What follows belongs to an exercise in optimizing a design on an open flow for small area, a short achievable clock period and few clock cycles; a production flow would make more cautious choices. Where RTL was checked, it was by simulation tests only, not by an equivalence proof against the original. Function not checked in run 3: the RTL went through the layout flow alone.

==> design/flow/design.v <==
module inv16_core (
    input  wire         clk,
    input  wire         rst,           
    input  wire         start,         
    input  wire [15:0]  nsteps,        
    output wire         busy,
    input  wire         hw_we,
    input  wire [4:0]   hw_sel,        
    input  wire [15:0]  hw_data,
    output wire [255:0] regs,          
    output wire [15:0]  pc_o,
    output wire         dir_o,         
    output wire [1:0]   err_o,
    output wire         halted_o,
    output wire         brk_o,         
    output reg          mem_req,
    output reg          mem_we,
    output reg  [15:0]  mem_addr,
    output wire [15:0]  mem_wdata,     
    input  wire         mem_ack,
    input  wire [15:0]  mem_rdata      
);
    localparam S_IDLE  = 3'd0;
    localparam S_FETCH = 3'd1;    
    localparam S_EXEC  = 3'd2;    
    localparam S_SRMW  = 3'd3;    
    localparam S_DIV   = 3'd4;    
    localparam OP_ADD = 4'h0, OP_SUB = 4'h1, OP_ROR = 4'h2, OP_ROL = 4'h3;
    localparam OP_SHR = 4'h4, OP_SHL = 4'h5, OP_AND = 4'h6, OP_ORA = 4'h7;
    localparam OP_MUL = 4'h8, OP_DIV = 4'h9, OP_CMP = 4'hA, OP_JEQ = 4'hB;
    localparam OP_XRI = 4'hC, OP_SRR = 4'hD, OP_SRM = 4'hE, OP_BRK = 4'hF;
    localparam ERR_NONE = 2'd0, ERR_MISALIGNED = 2'd1;
    localparam ERR_MISMATCHED = 2'd2, ERR_SRR = 2'd3;
    reg [15:0] x [0:15];
    reg [15:0] pc;
    reg        dir;
    reg [1:0]  err;
    reg        halted;
    reg        brk_hit;
    reg [2:0]  state;
    reg [15:0] ir;
    reg [15:0] steps_left;
    reg        last;           
    reg [15:0] dr;
    reg [15:0] dq;
    reg [3:0]  dcnt;           
    genvar gi;
    generate
        for (gi = 0; gi < 16; gi = gi + 1) begin : g_regs
            assign regs[16*gi +: 16] = x[gi];
        end
    endgenerate
    assign busy     = (state != S_IDLE);
    assign pc_o     = pc;
    assign dir_o    = dir;
    assign err_o    = err;
    assign halted_o = halted;
    assign brk_o    = brk_hit;
    wire [7:0] byte1 = ir[15:8];
    wire [3:0] op = ir[7:4];
    wire [3:0] fa = ir[3:0];
    wire [3:0] fb = ir[15:12];
    wire [3:0] fc = ir[11:8];
    wire [15:0] va = x[fa];
    wire [15:0] vb = x[fb];
    wire [15:0] vc = x[fc];
    wire [3:0]  sh = vc[3:0];
    wire [15:0] pc_next = dir ? (pc - 16'd2) : (pc + 16'd2);
    wire        is_sub = (op != OP_ADD);
    wire [16:0] sum    = {1'b0, vb} + {1'b0, vc ^ {16{is_sub}}} + {16'd0, is_sub};
    wire        eq     = (vb == vc);
    wire        lt     = ~sum[16];       
    function [4:0] bitlen(input [15:0] v);
        integer k;
        begin
            bitlen = 5'd0;
            for (k = 0; k < 16; k = k + 1)
                if (v[k]) bitlen = k + 1;
        end
    endfunction
    wire [4:0] lb = bitlen(vb);
    wire [4:0] lc = bitlen(vc);
    wire [4:0] dn = lb - lc;             
    wire       div_zero = (lc == 5'd0) || (lb < lc);    
    reg  [16:0] sh_in;
    reg  [3:0]  sh_amt;
    always @(*) begin
        if (op == OP_DIV) begin
            sh_in  = {1'b0, vb};
            sh_amt = ~dn[3:0];
        end else if (op[0]) begin       
            sh_in  = {1'b0, vb};
            sh_amt = sh;
        end else begin                  
            sh_in  = {vb, 1'b0};
            sh_amt = ~sh;
        end
    end
    wire [31:0] sh_out = {15'd0, sh_in} << sh_amt;
    reg [15:0] alu_f;
    always @(*) begin
        case (op)
            OP_ADD, OP_SUB: alu_f = sum[15:0];
            OP_ROR, OP_SHR: alu_f = sh_out[31:16];
            OP_ROL, OP_SHL: alu_f = sh_out[15:0];
            OP_AND:  alu_f = vb & vc;
            OP_ORA:  alu_f = vb | vc;
            OP_MUL:  alu_f = vb * vc;
            OP_CMP:  alu_f = eq ? 16'h0000 : (lt ? 16'hFFFF : 16'h0001);
            OP_XRI:  alu_f = {8'h00, byte1};
            default: alu_f = 16'h0000;
        endcase
    end
    reg [15:0] srr_a, srr_b;
    always @(*) begin
        case (fc[2:0])
            3'd0: begin srr_a = va;                     srr_b = vb;                     end
            3'd1: begin srr_a = {va[7:0], va[15:8]};    srr_b = vb;                     end
            3'd2: begin srr_a = va;                     srr_b = {vb[7:0], vb[15:8]};    end
            3'd3: begin srr_a = {va[7:0], va[15:8]};    srr_b = {vb[7:0], vb[15:8]};    end
            3'd4: begin srr_a = vb;                     srr_b = va;                     end
            3'd5: begin srr_a = {vb[7:0], vb[15:8]};    srr_b = {va[7:0], va[15:8]};    end
            3'd6: begin srr_a = {vb[7:0], va[7:0]};     srr_b = {vb[15:8], va[15:8]};   end
            default: begin srr_a = {va[15:8], vb[15:8]}; srr_b = {va[7:0], vb[7:0]};    end
        endcase
    end
    wire [16:0] div_trial = {dr, dq[15]} - {1'b0, vc};
    wire        div_bit   = ~div_trial[16];
    wire [15:0] div_q     = {dq[14:0], div_bit};
    wire jeq_twin = (op == OP_JEQ) && eq && !va[0];
    assign mem_wdata = va;
    always @(*) begin
        mem_req  = 1'b0;
        mem_we   = 1'b0;
        mem_addr = pc_next;
        case (state)
            S_IDLE:  begin
                mem_req  = start && err == ERR_NONE && !halted && nsteps != 16'd0;
                mem_addr = pc;
            end
            S_FETCH: begin mem_req = 1'b1; mem_addr = pc; end
            S_EXEC:  begin
                mem_req = 1'b1;
                if (op == OP_SRM)  mem_addr = vb;
                else if (jeq_twin) mem_addr = va;
            end
            S_SRMW:  begin mem_req = 1'b1; mem_we = 1'b1; mem_addr = vb; end
            S_DIV:   begin mem_req = (dcnt == 4'd0); end
            default: ;
        endcase
    end
    task automatic next_step;
        begin
            steps_left <= steps_left - 16'd1;
            last       <= (steps_left == 16'd2);
            if (last)
                state <= S_IDLE;
            else begin
                ir    <= mem_rdata;
                state <= S_EXEC;
            end
        end
    endtask
    always @(posedge clk) begin
        if (rst) begin
            pc         <= 16'h0000;
            dir        <= 1'b0;
            err        <= ERR_NONE;
            halted     <= 1'b0;
            brk_hit    <= 1'b0;
            state      <= S_IDLE;
        end else begin
            case (state)
                S_IDLE: begin
                    if (start) begin
                        brk_hit    <= 1'b0;
                        steps_left <= nsteps;
                        last       <= (nsteps == 16'd1);
                        if (err == ERR_NONE && !halted && nsteps != 16'd0) begin
                            ir    <= mem_rdata;
                            state <= mem_ack ? S_EXEC : S_FETCH;
                        end
                    end else if (hw_we) begin
                        case (hw_sel)
                            5'd16:   pc  <= hw_data;
                            5'd17:   dir <= hw_data[0];
                            5'd18:   err <= hw_data[1:0];
                            default: ;
                        endcase
                    end
                end
                S_FETCH: begin
                    if (mem_ack) begin
                        ir    <= mem_rdata;
                        state <= S_EXEC;
                    end
                end
                S_EXEC: if (mem_ack) begin
                    case (op)
                        OP_BRK: begin
                            brk_hit <= 1'b1;
                            if (fa == 4'hF && fb == 4'hF)
                                halted <= 1'b1;
                            else
                                pc <= pc_next;
                            state <= S_IDLE;
                        end
                        OP_SRR: begin
                            if (fc[3]) begin
                                err   <= ERR_SRR;
                                state <= S_IDLE;
                            end else begin
                                pc <= pc_next;
                                next_step;
                            end
                        end
                        OP_JEQ: begin
                            if (!eq) begin
                                pc <= pc_next;
                                next_step;
                            end else if (va[0]) begin
                                err   <= ERR_MISALIGNED;
                                state <= S_IDLE;
                            end else if (mem_rdata != ir) begin
                                err   <= ERR_MISMATCHED;
                                state <= S_IDLE;
                            end else begin
                                pc         <= va;
                                steps_left <= steps_left - 16'd1;
                                last       <= (steps_left == 16'd2);
                                if (last) state <= S_IDLE;
                            end
                        end
                        OP_SRM: begin
                            dr    <= mem_rdata;
                            state <= S_SRMW;
                        end
                        OP_DIV: begin
                            if (div_zero) begin
                                pc <= pc_next;
                                next_step;
                            end else begin
                                {dr, dq} <= sh_out[31:0];
                                dcnt     <= dn[3:0];
                                state    <= S_DIV;
                            end
                        end
                        default: begin
                            pc <= pc_next;
                            next_step;
                        end
                    endcase
                end
                S_SRMW: begin
                    if (mem_ack) begin
                        pc         <= pc_next;
                        steps_left <= steps_left - 16'd1;
                        last       <= (steps_left == 16'd2);
                        state      <= last ? S_IDLE : S_FETCH;
                    end
                end
                S_DIV: begin
                    if (dcnt != 4'd0) begin
                        dcnt <= dcnt - 4'd1;
                        dr   <= div_bit ? div_trial[15:0] : {dr[14:0], dq[15]};
                        dq   <= div_q;
                    end else if (mem_ack) begin
                        pc <= pc_next;
                        next_step;
                    end
                end
                default: state <= S_IDLE;
            endcase
        end
    end
    reg        we_a, we_b;
    reg [3:0]  wa;
    reg [15:0] wd_a;
    always @(*) begin
        we_a = 1'b0;
        we_b = 1'b0;
        wa   = fa;
        wd_a = va ^ alu_f;
        case (state)
            S_IDLE: begin
                we_a = hw_we && !start && !hw_sel[4];
                wa   = hw_sel[3:0];
                wd_a = hw_data;
            end
            S_EXEC: if (mem_ack) begin
                case (op)
                    OP_DIV, OP_BRK, OP_SRM: ;
                    OP_SRR: begin
                        we_a = !fc[3];
                        we_b = !fc[3];
                        wd_a = srr_a;
                    end
                    OP_JEQ: begin
                        we_a = eq && !va[0] && mem_rdata == ir;
                        wd_a = pc;
                    end
                    default: we_a = 1'b1;
                endcase
            end
            S_SRMW: begin
                we_a = mem_ack;
                wd_a = dr;
            end
            S_DIV: begin
                we_a = (dcnt == 4'd0) && mem_ack;
                wd_a = va ^ div_q;
            end
            default: ;
        endcase
    end
    integer i;
    always @(posedge clk) begin
        for (i = 0; i < 16; i = i + 1) begin
            if (rst)
                x[i] <= 16'h0000;
            else if (we_b && fb == i)
                x[i] <= srr_b;
            else if (we_a && wa == i)
                x[i] <= wd_a;
        end
    end
endmodule
==> design/flow/run.sh <==
#!/bin/bash
# synth_recipe.tcl (not shown) runs the flow's synth.tcl, then flattens the netlist and writes it again
# the make line also repeats each setting of config.mk as NAME=value (left out here)
make -C /OpenROAD-flow-scripts/flow DESIGN_CONFIG=/design/flow/config.mk WORK_HOME=/design/flow/orfs CLKGATE_MAP_FILE= SYNTH_SCRIPT=/design/flow/synth_recipe.tcl finish
==> design/flow/config.mk <==
export PLATFORM = sky130hd
export DESIGN_NAME = inv16_core
export DESIGN_NICKNAME = inv16_core
export VERILOG_FILES = /design/flow/design.v
export SDC_FILE = /design/flow/constraint.sdc
export NUM_CORES = 4
export LEC_CHECK = 0
export CAP_MARGIN = 20
export CORE_MARGIN = 2
export CORE_UTILIZATION = 40
export SLEW_MARGIN = 20
==> design/flow/constraint.sdc <==
create_clock -name core_clock -period 11.0 [get_ports {clk}]
set_input_delay 2.2000 -clock core_clock [delete_from_list [all_inputs] [get_ports {clk}]]
set_output_delay 2.2000 -clock core_clock [all_outputs]
set_load 0.01 [all_outputs]
==> key figures, run 1 <==
Outcome
  • Status: no timing/DRC/antenna violations

Synth
  • Post-Syn Nets: 4,722
  • Cells after Synth: 4,447
  • Main synth FF type: dfxtp_1
  • Sequential-to-total area share from yosys stat: 21.8%
  • #FFs+latches synth: 349
  • Avg Inst Size Synth: 7.92 µm²
  • Ys Warns: 2
  • Distinct cells, synth: 116
  • Post-synth EDFFs: 69
  • Netlist Area Pre-Place: 35,200 µm²
  • Post-synth ARST share: 0%

Setup path
  • Critical setup path kind: reg -> out
  • CP most frequent cell: buf_4
  • CP required: 8.80 ns
  • CP max FO: 24
  • WP buf/inv: 5
  • Crit path DAT: 7.93 ns
  • Crit path cell chain: buf_4 -> and2_1 -> a32oi_1 -> o211ai_1 -> o32a_1 -> buf_4 -> ha_1 -> nor4_1 -> nand4_1 -> buf_4 -> inv_1 -> nand2_1 -> or2_2 -> nor2_1 -> a222oi_1 -> o22ai_1 -> clkdlybuf4s50_1
  • Element type at the critical path start: flop
  • CP peak stage delay: 1.03 ns
  • CP top delay family: simple AND/OR/NAND/NOR gates
  • Slowest-stage cell, CP: edfxtp_1
  • CP endpoint kind: output port

Global route
  • Initial antenna violation count: 27
  • Total gr overflow: 0
  • Vias in the first global route: 41,100
  • First-pass GRT wire length: 337 mm
  • Total track usage: 52.9%
  • Largest net degree at the start of global routing: 96

STA
  • Max-slew violations: 0
  • RSZ-0062 raised after global routing: no
  • Maximum clock rate: 0.0987 GHz
  • Minimum clock period: 10.13 ns
  • # setup viols final: 0
  • Worst Tran Pin Value: 1.24 ns
  • Setup TNS: 0 ns
  • Slew margin rel.: 17.4%
  • Worst Skew: 0.0378 ns
  • Final Hold Vio Count: 0
  • Period Utilization, post-route: 92.1%

Place
  • Placed inst area: 40,600 µm²
  • Dpl hpwl: 182 mm
  • Port bufs: 369
  • Placer Congestion: 1.17

Floorplan
  • Die height: 301 µm
  • DIE AREA: 90,500 µm²
  • Die Wd: 301 µm
  • # IOs: 370
  • Area of the core: 87,000 µm²
  • Site row count: 108
  • Initial Utilization: 40.5%

Route
  • Drt pass-1 iters: 13
  • 1st-iter DRT viols: 8,329
  • Routed wire per std cell: 42.0 µm
  • Remaining DRCs: 0
  • Via count: 43,900
  • Drt total wl: 248 mm
  • ANT nets after route: 0
  • Vias per cell: 7.44

Clocking
  • Clk root buf: clkbuf_16
  • Hold buffers post-CTS: 0
  • Post-CTS Setup Inserts: 0
  • Worst skew pair latency: 0.65 ns
  • CTS tree: built
  • Clock Sinks: 349
  • CTS Buffer Depth: 3
  • H-tree levels: 2
  • Worst-path clk slew: 0.06 ns
  • Cts repair resizes: 0
  • Num CTS Buffers: 44

Final layout
  • Commonest non-fill, non-tap cells in the layout: nand2_1, nor2_1, clkdlybuf4s50_1, a21oi_1, dfxtp_1
  • Share of layout cells above drive strength 1: 10.6%
  • Area Overhead vs Synth: 20.0%
  • Commonest non-fill, non-tap cell in the layout: nand2_1
  • Fin area: 42,300 µm²
  • Nets: 4,969

Flow run
  • Max Cap Viol: 0

Worst hold path
  • Type of the worst min-delay path: reg -> reg
==> per-layer routing <==
metal	up-vias	global-route usage [%]	routed length, µm
met1	21200	63.0	88000
met4	18	42.3	24700
met3	1276	21.3	35500
met5	-	1.16	135
li1	17400	-	-
met2	4071	74.7	99400
==> Yosys cell counts (all sizes together), types with 78 or more instances <==
master  instances  area (µm²)
a211oi         78         661
a21oi         302        1530
a221o         155        1550
a22oi         145        1100
buf           135         797
clkbuf        247         930
dfxtp         280        5610
fa             84        1680
ha            133        1660
inv           235         882
mux2i         100        1040
nand2         408        1530
nand3          82         410
nor2          409        1550
nor3          115         636
nor4b         174        1520
o21ai         215        1090
xnor2         109         962
==> metrics by stage <==
stage | std cells | util, % | hold WS (ns) | setup WS [ns]
after floorplan | 4447 | - | 0.519 | 2.78
after global placement | 5798 | 46.6 | 0.510 | 1.72
after detailed placement | 5799 | 46.7 | 0.515 | 1.55
after CTS | 5878 | 48.4 | 0.535 | 1.29
after global routing | 5889 | 48.6 | 0.564 | 0.697
final | 5900 | 48.6 | 0.526 | 0.867
==> path summary, 6_finish.rpt <==
kind / slack (ns) / depth (start not counted) / from / end
setup / recovery: 0.87 / 17 / ir[13] / mem_addr[6]
hold reg to reg: 0.53 / 2 / brk_hit / brk_hit
hold / removal: 0.53 / 2 / brk_hit / brk_hit
setup reg to reg: 0.87 / 33 / ir[13] / x[5][14]
==> final cells by class <==
type | count | area (µm²)
Antenna cell | 18 | 45.0
Clock buffer | 65 | 1340
Clock inverter | 14 | 175
Fill cell | 8629 | 44700
Inverter | 241 | 905
Multi-Input combinational cell | 3475 | 25300
Sequential cell | 349 | 7680
Tap cell | 1155 | 1450
Timing Repair Buffer | 583 | 5410
==> registers in the layout (all words and copies together) (netlist names) <==
name        flops
dq             16
steps_left     16
dir             1
err             2
pc             16
x             256
state           3
dcnt            4
last            1
dr             16
halted          1
ir             16
brk_hit         1
==> cell families (layout without fill, tap and decap cells) <==
group                      Yosys count  count (layout)  share of synthesized area (%)
AOI/OAI and AO/OA                 1501            1501                           31.4
xor gates and xnor gates           148             148                           3.86
adders and majority gates          217             217                           9.50
buffers and inverters              623             903                           7.47
DFF                                349             349                           21.8
muxes                              152             152                           4.89
other                                0              18                              0
and+or+nand+nor                   1457            1457                           21.1
==> worst reg2reg max path, delay by kind of cell, from the launching register on <==
| family | cells | cell delay, ns |
|---|---|---|
| AOI/OAI and AO/OA | 12 | 3.43 |
| xor gates and xnor gates | 2 | 0.37 |
| adders and majority gates | 8 | 2.86 |
| buffers and inverters | 9 | 1.28 |
| DFF | 1 | 1.03 |
| and+or+nand+nor | 2 | 1.04 |
Testbench counts, summed over its fixed seeds: cycles 110,237.
==> inputs of run 2 (changes only) <==
--- a/design/flow/design.v
+++ b/design/flow/design.v
@@ -27,2 +27,4 @@
     localparam S_DIV   = 3'd4;    
+    localparam S_MUL   = 3'd5;    
+    localparam S_SRR   = 3'd6;    
     localparam OP_ADD = 4'h0, OP_SUB = 4'h1, OP_ROR = 4'h2, OP_ROL = 4'h3;
@@ -107,3 +109,2 @@
             OP_ORA:  alu_f = vb | vc;
-            OP_MUL:  alu_f = vb * vc;
             OP_CMP:  alu_f = eq ? 16'h0000 : (lt ? 16'hFFFF : 16'h0001);
@@ -129,2 +130,5 @@
     wire [15:0] div_q     = {dq[14:0], div_bit};
+    wire [15:0] mul_lo = vb * {8'd0, vc[7:0]};
+    wire [7:0]  mul_hi = vb[7:0] * vc[15:8];
+    wire [15:0] mul_q  = {dr[15:8] + mul_hi, dr[7:0]};
     wire jeq_twin = (op == OP_JEQ) && eq && !va[0];
@@ -148,2 +152,3 @@
             S_DIV:   begin mem_req = (dcnt == 4'd0); end
+            S_MUL, S_SRR: begin mem_req = 1'b1; end
             default: ;
@@ -212,4 +217,4 @@
                             end else begin
-                                pc <= pc_next;
-                                next_step;
+                                dr    <= srr_b;
+                                state <= S_SRR;
                             end
@@ -237,2 +242,6 @@
                         end
+                        OP_MUL: begin
+                            dr    <= mul_lo;
+                            state <= S_MUL;
+                        end
                         OP_DIV: begin
@@ -261,2 +270,8 @@
                 end
+                S_MUL, S_SRR: begin
+                    if (mem_ack) begin
+                        pc <= pc_next;
+                        next_step;
+                    end
+                end
                 S_DIV: begin
@@ -275,3 +290,3 @@
     end
-    reg        we_a, we_b;
+    reg        we_a;
     reg [3:0]  wa;
@@ -280,3 +295,2 @@
         we_a = 1'b0;
-        we_b = 1'b0;
         wa   = fa;
@@ -291,6 +305,5 @@
                 case (op)
-                    OP_DIV, OP_BRK, OP_SRM: ;
+                    OP_DIV, OP_BRK, OP_SRM, OP_MUL: ;
                     OP_SRR: begin
                         we_a = !fc[3];
-                        we_b = !fc[3];
                         wd_a = srr_a;
@@ -312,2 +325,11 @@
             end
+            S_MUL: begin
+                we_a = mem_ack;
+                wd_a = va ^ mul_q;
+            end
+            S_SRR: begin
+                we_a = mem_ack;
+                wa   = fb;
+                wd_a = dr;
+            end
             default: ;
@@ -315,12 +337,8 @@
     end
+    wire [15:0] wd = rst ? 16'h0000 : wd_a;
     integer i;
     always @(posedge clk) begin
-        for (i = 0; i < 16; i = i + 1) begin
-            if (rst)
-                x[i] <= 16'h0000;
-            else if (we_b && fb == i)
-                x[i] <= srr_b;
-            else if (we_a && wa == i)
-                x[i] <= wd_a;
-        end
+        for (i = 0; i < 16; i = i + 1)
+            if (rst || (we_a && wa == i))
+                x[i] <= wd;
     end
==> run 2 against run 1 <==
Maximum frequency shrank 4.7%. Design area is 6.3% lower. Via count is 16% lower. Sequential share of layout area is 7.7 points higher. Clock skew is 0.0028 ns lower. Utilization down 0.12 points. First-iteration DRC count fell by 7.4%. Still clean.
==> key figures, run 2 <==
Outcome
  • Status: no timing/DRC/antenna violations

Route
  • Remaining DRCs: 0
  • 1st-iter DRT viols: 7,710
  • Drt pass-1 iters: 9
  • ANT nets after route: 0
  • Drt total wl: 207 mm
  • Via count: 37,100
  • Routed wire per std cell: 40.5 µm
  • Vias per cell: 7.27

Global route
  • Total gr overflow: 0
  • Initial antenna violation count: 19
  • GRT met3 Usage: 17.9%
  • GR Layer Usage met2: 64.8%
  • Layer with the highest usage: met2
  • First-pass GRT wire length: 280 mm
  • Vias in the first global route: 33,800
  • Total track usage: 47.0%
  • GR Util met1: 62.4%
  • Largest net degree at the start of global routing: 122

Floorplan
  • Site row count: 105
  • Initial Utilization: 40.3%
  • # IOs: 370
  • DIE AREA: 84,500 µm²
  • Die height: 291 µm
  • Area of the core: 81,700 µm²
  • Die Wd: 291 µm

Final layout
  • Nets: 4,251
  • Commonest non-fill, non-tap cells in the layout: clkdlybuf4s50_1, edfxtp_1, nor2_1, nand2_1, a21oi_1
  • Area Overhead vs Synth: 20.4%
  • Biggest register: x
  • Filler cells: 7,809
  • Commonest non-fill, non-tap cell in the layout: clkdlybuf4s50_1
  • Share of layout cells above drive strength 1: 10.7%
  • Max FFs per register: 256

Clocking
  • Clock Sinks: 349
  • Clk root buf: clkbuf_16
  • Num CTS Buffers: 41
  • CTS Buffer Depth: 3
  • H-tree levels: 2
  • Worst skew pair latency: 0.62 ns
  • Worst-path clk slew: 0.06 ns
  • Hold buffers post-CTS: 0
  • Cts repair resizes: 0
  • Post-CTS Setup Inserts: 0
  • CTS tree: built

Setup path
  • CP endpoint kind: output port
  • Crit path DAT: 8.43 ns
  • CP required: 8.80 ns
  • Critical setup path kind: reg -> out
  • CP max FO: 23
  • Element type at the critical path start: flop

STA
  • Fin Hold WS: 0.546 ns
  • Worst Tran Pin Value: 1.33 ns
  • Post-route setup slack: 0.367 ns
  • Slew margin rel.: 11.2%
  • Minimum clock period: 10.63 ns
  • # setup viols final: 0
  • Period Utilization, post-route: 96.7%
  • Setup TNS: 0 ns
  • Max-slew violations: 0
  • Final Hold Vio Count: 0
  • Maximum clock rate: 0.0940 GHz
  • Worst Skew: 0.0350 ns
  • RSZ-0062 raised after global routing: no

Synth
  • Main synth FF type: edfxtp_1
  • Yosys top cell area share: 29.7%
  • Cell taking the most area after synthesis: edfxtp_1
  • Sequential-to-total area share from yosys stat: 31.1%
  • Cells after Synth: 3,683
  • Post-synth ARST share: 0%
  • Distinct cells, synth: 126
  • Avg Inst Size Synth: 8.93 µm²
  • Netlist Area Pre-Place: 32,900 µm²
  • #FFs+latches synth: 349
  • Count leader, synth: edfxtp_1
  • Ys Warns: 2
  • Commonest cells in the netlist: edfxtp_1, nor2_1, nand2_1
  • Post-synth EDFFs: 325
  • Top post-synthesis cells by area: edfxtp_1, fa_1, ha_1
  • Post-Syn Nets: 3,945

Place
  • Port bufs: 369
  • Worst slack, placed: 1.58 ns
  • Dpl hpwl: 156 mm
  • Placer Congestion: 1.12

Flow run
  • Max Cap Viol: 0

Worst hold path
  • Type of the worst min-delay path: reg -> reg
-- run 2: area by class of cell --
type                       instances  area, µm²  area share, %
clock inverter                    29        343          0.866
timing repair buffer             554       5090           12.9
tap                             1070       1340           3.38
inverter                         201        766           1.93
multi-input combinational       2842      20800           52.4
antenna                           12       30.0         0.0758
clock buffer                      45       1040           2.63
sequential                       349      10200           25.9
-- run 2: worst max-delay path, stage by stage, from the launching register on --
cell and delay, ns:
edfxtp_1 1.01, clkinv_1 1.00, nor2_1 0.38, a221oi_1 0.12
o221ai_1 0.24, o32a_1 0.68, ha_1 0.37, nor4_1 1.04
nand4_1 0.62, nor2_1 0.45, nand2_1 0.52, nor2_1 0.25
a211oi_1 0.07, a211oi_1 0.25, a21oi_1 0.06, o21ai_0 0.17
clkdlybuf4s50_1 0.56
-- run 2: per-layer routing --
layer / part of all wire [%] / vias to the layer above / wire length [µm]
met5: 0.021 / - / 43
met4: 7.5 / 8 / 15400
met3: 15 / 907 / 31400
met2: 39 / 3569 / 80800
met1: 38 / 18000 / 78800
li1: - / 14600 / -
-- run 2: kinds of logic (layout without fill, tap and decap cells) --
logic type | Yosys count | in the layout | share of synthesized area [%]
AOI/OAI and AO/OA | 1225 | 1225 | 26.7
and+or+nand+nor | 1107 | 1107 | 16.8
buffers and inverters | 492 | 829 | 6.61
DFF | 349 | 349 | 31.1
adders and majority gates | 210 | 210 | 9.79
xor gates and xnor gates | 155 | 155 | 4.13
muxes | 145 | 145 | 4.91
other | 0 | 12 | 0
-- run 2: final timing paths --
| check | start | to | slack, ns | cells after the start |
|---|---|---|---|---|
| worst max-delay path | ir[11] | mem_addr[4] | 0.37 | 16 |
| worst min-delay path | dq[10] | dq[11] | 0.55 | 2 |
| worst max register to register | ir[11] | x[1][6] | 1.17 | 23 |
| worst min register to register | dq[10] | dq[11] | 0.55 | 2 |
-- run 2: metrics by stage --
stage | cells | utilization [%] | cell area [µm²]
after floorplan | 3683 | - | 32900
after global placement | 5016 | 46.7 | 38200
after detailed placement | 5016 | 46.7 | 38200
after CTS | 5090 | 48.4 | 39600
after global routing | 5091 | 48.4 | 39600
final | 5102 | 48.5 | 39600
Testbench counts of run 2, summed over its fixed seeds: cycles 118,559.
==> inputs of run 3 (changes only) <==
--- a/design/flow/design.v
+++ b/design/flow/design.v
@@ -29,2 +29,3 @@
     localparam S_SRR   = 3'd6;    
+    localparam S_DRAIN = 3'd7;    
     localparam OP_ADD = 4'h0, OP_SUB = 4'h1, OP_ROR = 4'h2, OP_ROL = 4'h3;
@@ -65,5 +66,13 @@
     wire [3:0] fc = ir[11:8];
-    wire [15:0] va = x[fa];
-    wire [15:0] vb = x[fb];
-    wire [15:0] vc = x[fc];
+    function [15:0] rdport(input [3:0] sel, input [255:0] r);
+        integer k;
+        begin
+            rdport = 16'h0000;
+            for (k = 0; k < 16; k = k + 1)
+                rdport = rdport | (r[16*k +: 16] & {16{sel == k}});
+        end
+    endfunction
+    wire [15:0] va = rdport(fa, regs);
+    wire [15:0] vb = rdport(fb, regs);
+    wire [15:0] vc = rdport(fc, regs);
     wire [3:0]  sh = vc[3:0];
@@ -133,3 +142,2 @@
     wire [15:0] mul_q  = {dr[15:8] + mul_hi, dr[7:0]};
-    wire jeq_twin = (op == OP_JEQ) && eq && !va[0];
     assign mem_wdata = va;
@@ -141,10 +149,10 @@
             S_IDLE:  begin
-                mem_req  = start && err == ERR_NONE && !halted && nsteps != 16'd0;
+                mem_req  = start && err == ERR_NONE && !halted;
                 mem_addr = pc;
             end
-            S_FETCH: begin mem_req = 1'b1; mem_addr = pc; end
+            S_FETCH, S_DRAIN: begin mem_req = 1'b1; mem_addr = pc; end
             S_EXEC:  begin
                 mem_req = 1'b1;
-                if (op == OP_SRM)  mem_addr = vb;
-                else if (jeq_twin) mem_addr = va;
+                if (op == OP_SRM)      mem_addr = vb;
+                else if (op == OP_JEQ) mem_addr = va;    
             end
@@ -183,5 +191,8 @@
                         last       <= (nsteps == 16'd1);
-                        if (err == ERR_NONE && !halted && nsteps != 16'd0) begin
-                            ir    <= mem_rdata;
-                            state <= mem_ack ? S_EXEC : S_FETCH;
+                        if (err == ERR_NONE && !halted) begin
+                            ir <= mem_rdata;
+                            if (nsteps == 16'd0)
+                                state <= mem_ack ? S_IDLE : S_DRAIN;
+                            else
+                                state <= mem_ack ? S_EXEC : S_FETCH;
                         end
@@ -196,2 +207,5 @@
                 end
+                S_DRAIN: begin
+                    if (mem_ack) state <= S_IDLE;
+                end
                 S_FETCH: begin
@@ -223,4 +237,6 @@
                             if (!eq) begin
-                                pc <= pc_next;
-                                next_step;
+                                pc         <= pc_next;
+                                steps_left <= steps_left - 16'd1;
+                                last       <= (steps_left == 16'd2);
+                                state      <= last ? S_IDLE : S_FETCH;
                             end else if (va[0]) begin
--- a/design/flow/config.mk
+++ b/design/flow/config.mk
@@ -10,2 +10,3 @@
 export CORE_UTILIZATION = 40
+export SETUP_SLACK_MARGIN = 5
 export SLEW_MARGIN = 20
==> run 3 against run 2 <==
Setup slack better by 3.7 ns. Maximum frequency rose by 53%. Clock skew grew 0.0059 ns. Register-to-register slack better by 2.9 ns. Still clean.
==> key figures, run 3 <==
Outcome
  • Status: no timing/DRC/antenna violations

Setup path
  • CP endpoint kind: flop
  • R2r startpoint: ir[12]
  • CP Depth: 41
  • CP top delay family: buffers and inverters
  • Slowest-stage cell, CP: edfxtp_1
  • CP required: 11.46 ns
  • Element type at the critical path start: flop
  • Worst r2r dst: x[1][9]
  • WP buf/inv: 30
  • Crit path DAT: 7.39 ns
  • CP peak stage delay: 0.42 ns
  • CP most frequent cell: buf_4
  • R2R Setup Slk: 4.07 ns
  • CP max FO: 13
  • Cell depth of the worst flop-to-flop path: 41
  • Critical setup path kind: reg -> reg

Clocking
  • Clock Sinks: 349
  • CTS Buffer Depth: 3
  • Clk root buf: clkbuf_16
  • Worst skew pair latency: 0.64 ns
  • H-tree levels: 2
  • Num CTS Buffers: 42
  • Worst-path clk slew: 0.07 ns
  • Hold buffers post-CTS: 0
  • CTS tree: built

Floorplan
  • Initial Utilization: 40.4%
  • Die Wd: 289 µm
  • Die height: 289 µm
  • # IOs: 370
  • Area of the core: 80,500 µm²
  • Site row count: 104
  • DIE AREA: 83,700 µm²

Synth
  • Post-synth EDFFs: 325
  • Yosys top cell area share: 30.0%
  • Sequential-to-total area share from yosys stat: 31.5%
  • #FFs+latches synth: 349
  • Distinct cells, synth: 107
  • Post-Syn Nets: 3,918
  • Avg Inst Size Synth: 8.91 µm²
  • Commonest cells in the netlist: nand2_1, edfxtp_1, nor2_1
  • Post-synth ARST share: 0%
  • Cell taking the most area after synthesis: edfxtp_1
  • Main synth FF type: edfxtp_1
  • Top post-synthesis cells by area: edfxtp_1, fa_1, ha_1
  • Netlist Area Pre-Place: 32,600 µm²
  • Count leader, synth: nand2_1
  • Cells after Synth: 3,653
  • Ys Warns: 2

Global route
  • First-pass GRT wire length: 309 mm
  • Initial antenna violation count: 17
  • Vias in the first global route: 37,300
  • Total gr overflow: 0
  • Total track usage: 53.5%
  • Largest net degree at the start of global routing: 61

Final layout
  • Area of the multi-input gates: 23,000 µm²
  • Commonest non-fill, non-tap cell in the layout: buf_4
  • Area Overhead vs Synth: 43.4%
  • Nets: 4,601
  • Max FFs per register: 256
  • Filler cells: 7,045
  • Biggest register: x
  • Commonest non-fill, non-tap cells in the layout: buf_4, clkdlybuf4s50_1, edfxtp_1, nand2_1, nor2_1
  • Reg area: 10,300 µm²
  • Share of layout cells above drive strength 1: 26.4%

Place
  • Port bufs: 369
  • Placer Congestion: 1.13
  • Dpl hpwl: 156 mm

Worst hold path
  • Hold_sp: brk_hit
  • WHS Endpoint: brk_hit
  • Type of the worst min-delay path: reg -> reg
  • Cells on Worst Hold Path: 2

STA
  • # setup viols final: 0
  • Worst Tran Pin Value: 1.21 ns
  • Max-slew violations: 0
  • Minimum clock period: 6.93 ns
  • RSZ-0062 raised after global routing: yes
  • Maximum clock rate: 0.144 GHz
  • Setup TNS: 0 ns
  • Worst Skew: 0.0410 ns
  • Period Utilization, post-route: 63.0%
  • Final Hold Vio Count: 0
  • Slew margin rel.: 18.4%

Route
  • Vias per cell: 7.39
  • Drt pass-1 iters: 9
  • Routed wire per std cell: 42.6 µm
  • ANT nets after route: 0
  • Via count: 40,200
  • 1st-iter DRT viols: 7,653
  • Remaining DRCs: 0
  • Drt total wl: 232 mm

Flow run
  • Max Cap Viol: 0
## run 3: layout make-up
class / instances / share of cell area (%)
antenna: 18 / 0.0965
clock buffer: 52 / 2.40
clock inverter: 26 / 0.544
inverter: 192 / 1.79
multi-input combinational: 2829 / 49.3
sequential: 349 / 22.0
tap: 1060 / 2.84
timing repair buffer: 922 / 21.1
## run 3: cell families after synthesis
logic type | Yosys count | synth area share, %
XOR/XNOR | 161 | 4.37
AO/OA/AOI/OAI | 1204 | 25.7
adder cells (fa/ha/maj) | 213 | 10.0
AND/OR/NAND/NOR | 1086 | 16.5
multiplexers | 163 | 5.77
buffers and inverters | 477 | 6.13
flip-flops | 349 | 31.5
## run 3: what timing repair did
item / CTS / global route
endpoints found under the setup margin: 650 / 609
cloned: 30 / 3
pin swaps: 103 / 98
resized for setup: 568 / 217
buffers inserted: 270 / 82
## run 3: worst register-to-register path, delay by kind of cell, from the launching register on
family	cells	cell delay, ns
buffers and inverters	30	4.04
XOR/XNOR	1	0.13
multiplexers	2	0.33
flip-flops	1	0.42
AND/OR/NAND/NOR	1	0.13
AO/OA/AOI/OAI	7	1.71
## run 3: metal layers
metal	vias up	routed length [µm]	track usage [%]
li1	15300	-	-
met1	19200	77500	61.9
met2	4329	91500	74.6
met3	1435	36400	24.9
met5	-	66	0
met4	10	26500	45.2
## run 3: how the worst max path moves through the flow
| stage | start | endpoint | slack [ns] |
|---|---|---|---|
| final | ir[12] | x[1][9] | 4.07 |
| after global routing | ir[14] | x[3][9] | 4.08 |
| after CTS | ir[10] | x[9][15] | 4.39 |
| after detailed placement | ir[15] | x[9][11] | 2.47 |
| after global placement | ir[12] | x[15][11] | 2.52 |
| after floorplan | ir[14] | x[0][15] | 4.92 |
## run 3: stage by stage
stage | cells | utilization [%] | cell area (µm²) | worst slack (ns) | hold slack, ns
floorplan | 3653 | - | 32800 | 4.92 | 0.481
detailed placement | 4967 | 47.4 | 38100 | 2.47 | 0.472
CTS | 5345 | 55.9 | 45000 | 4.39 | 0.485
global placement | 4967 | 47.4 | 38100 | 2.52 | 0.473
global route | 5433 | 57.9 | 46600 | 4.08 | 0.524
finish | 5448 | 57.9 | 46700 | 4.07 | 0.486

-- re-timing with driven ports --
No port has a modelled driver above. Below, the same layouts with a new extraction and two added sets of constraints.
Step 1 (the two cells are an assumption about what drives the block):
set clk [get_ports {clk}]
set_driving_cell -lib_cell sky130_fd_sc_hd__clkbuf_16 $clk
set_driving_cell -lib_cell sky130_fd_sc_hd__buf_2 [delete_from_list [all_inputs] $clk]
Step 2 adds t to the input delays and takes it off the output delays; t is the mean of the earliest and latest rising clock arrival at the registers after step 1. Input paths then give back, and output paths get back, about the clock's delay inside the block.
a / b / c = no drivers / after step 1 / after step 2; a / b = the first two.
run | t (ns) | setup WS [ns] | slew at the worst register clock pin (ns)
run 1 | 0.712 | 0.867 / 0.788 / 0.871 | 0.07 / 0.07
run 2 | 0.667 | 0.367 / 0.298 / 0.965 | 0.07 / 0.07
run 3 | 0.685 | 4.071 / 4.071 / 4.071 | 0.07 / 0.07
After both steps every run listed still meets setup and hold.
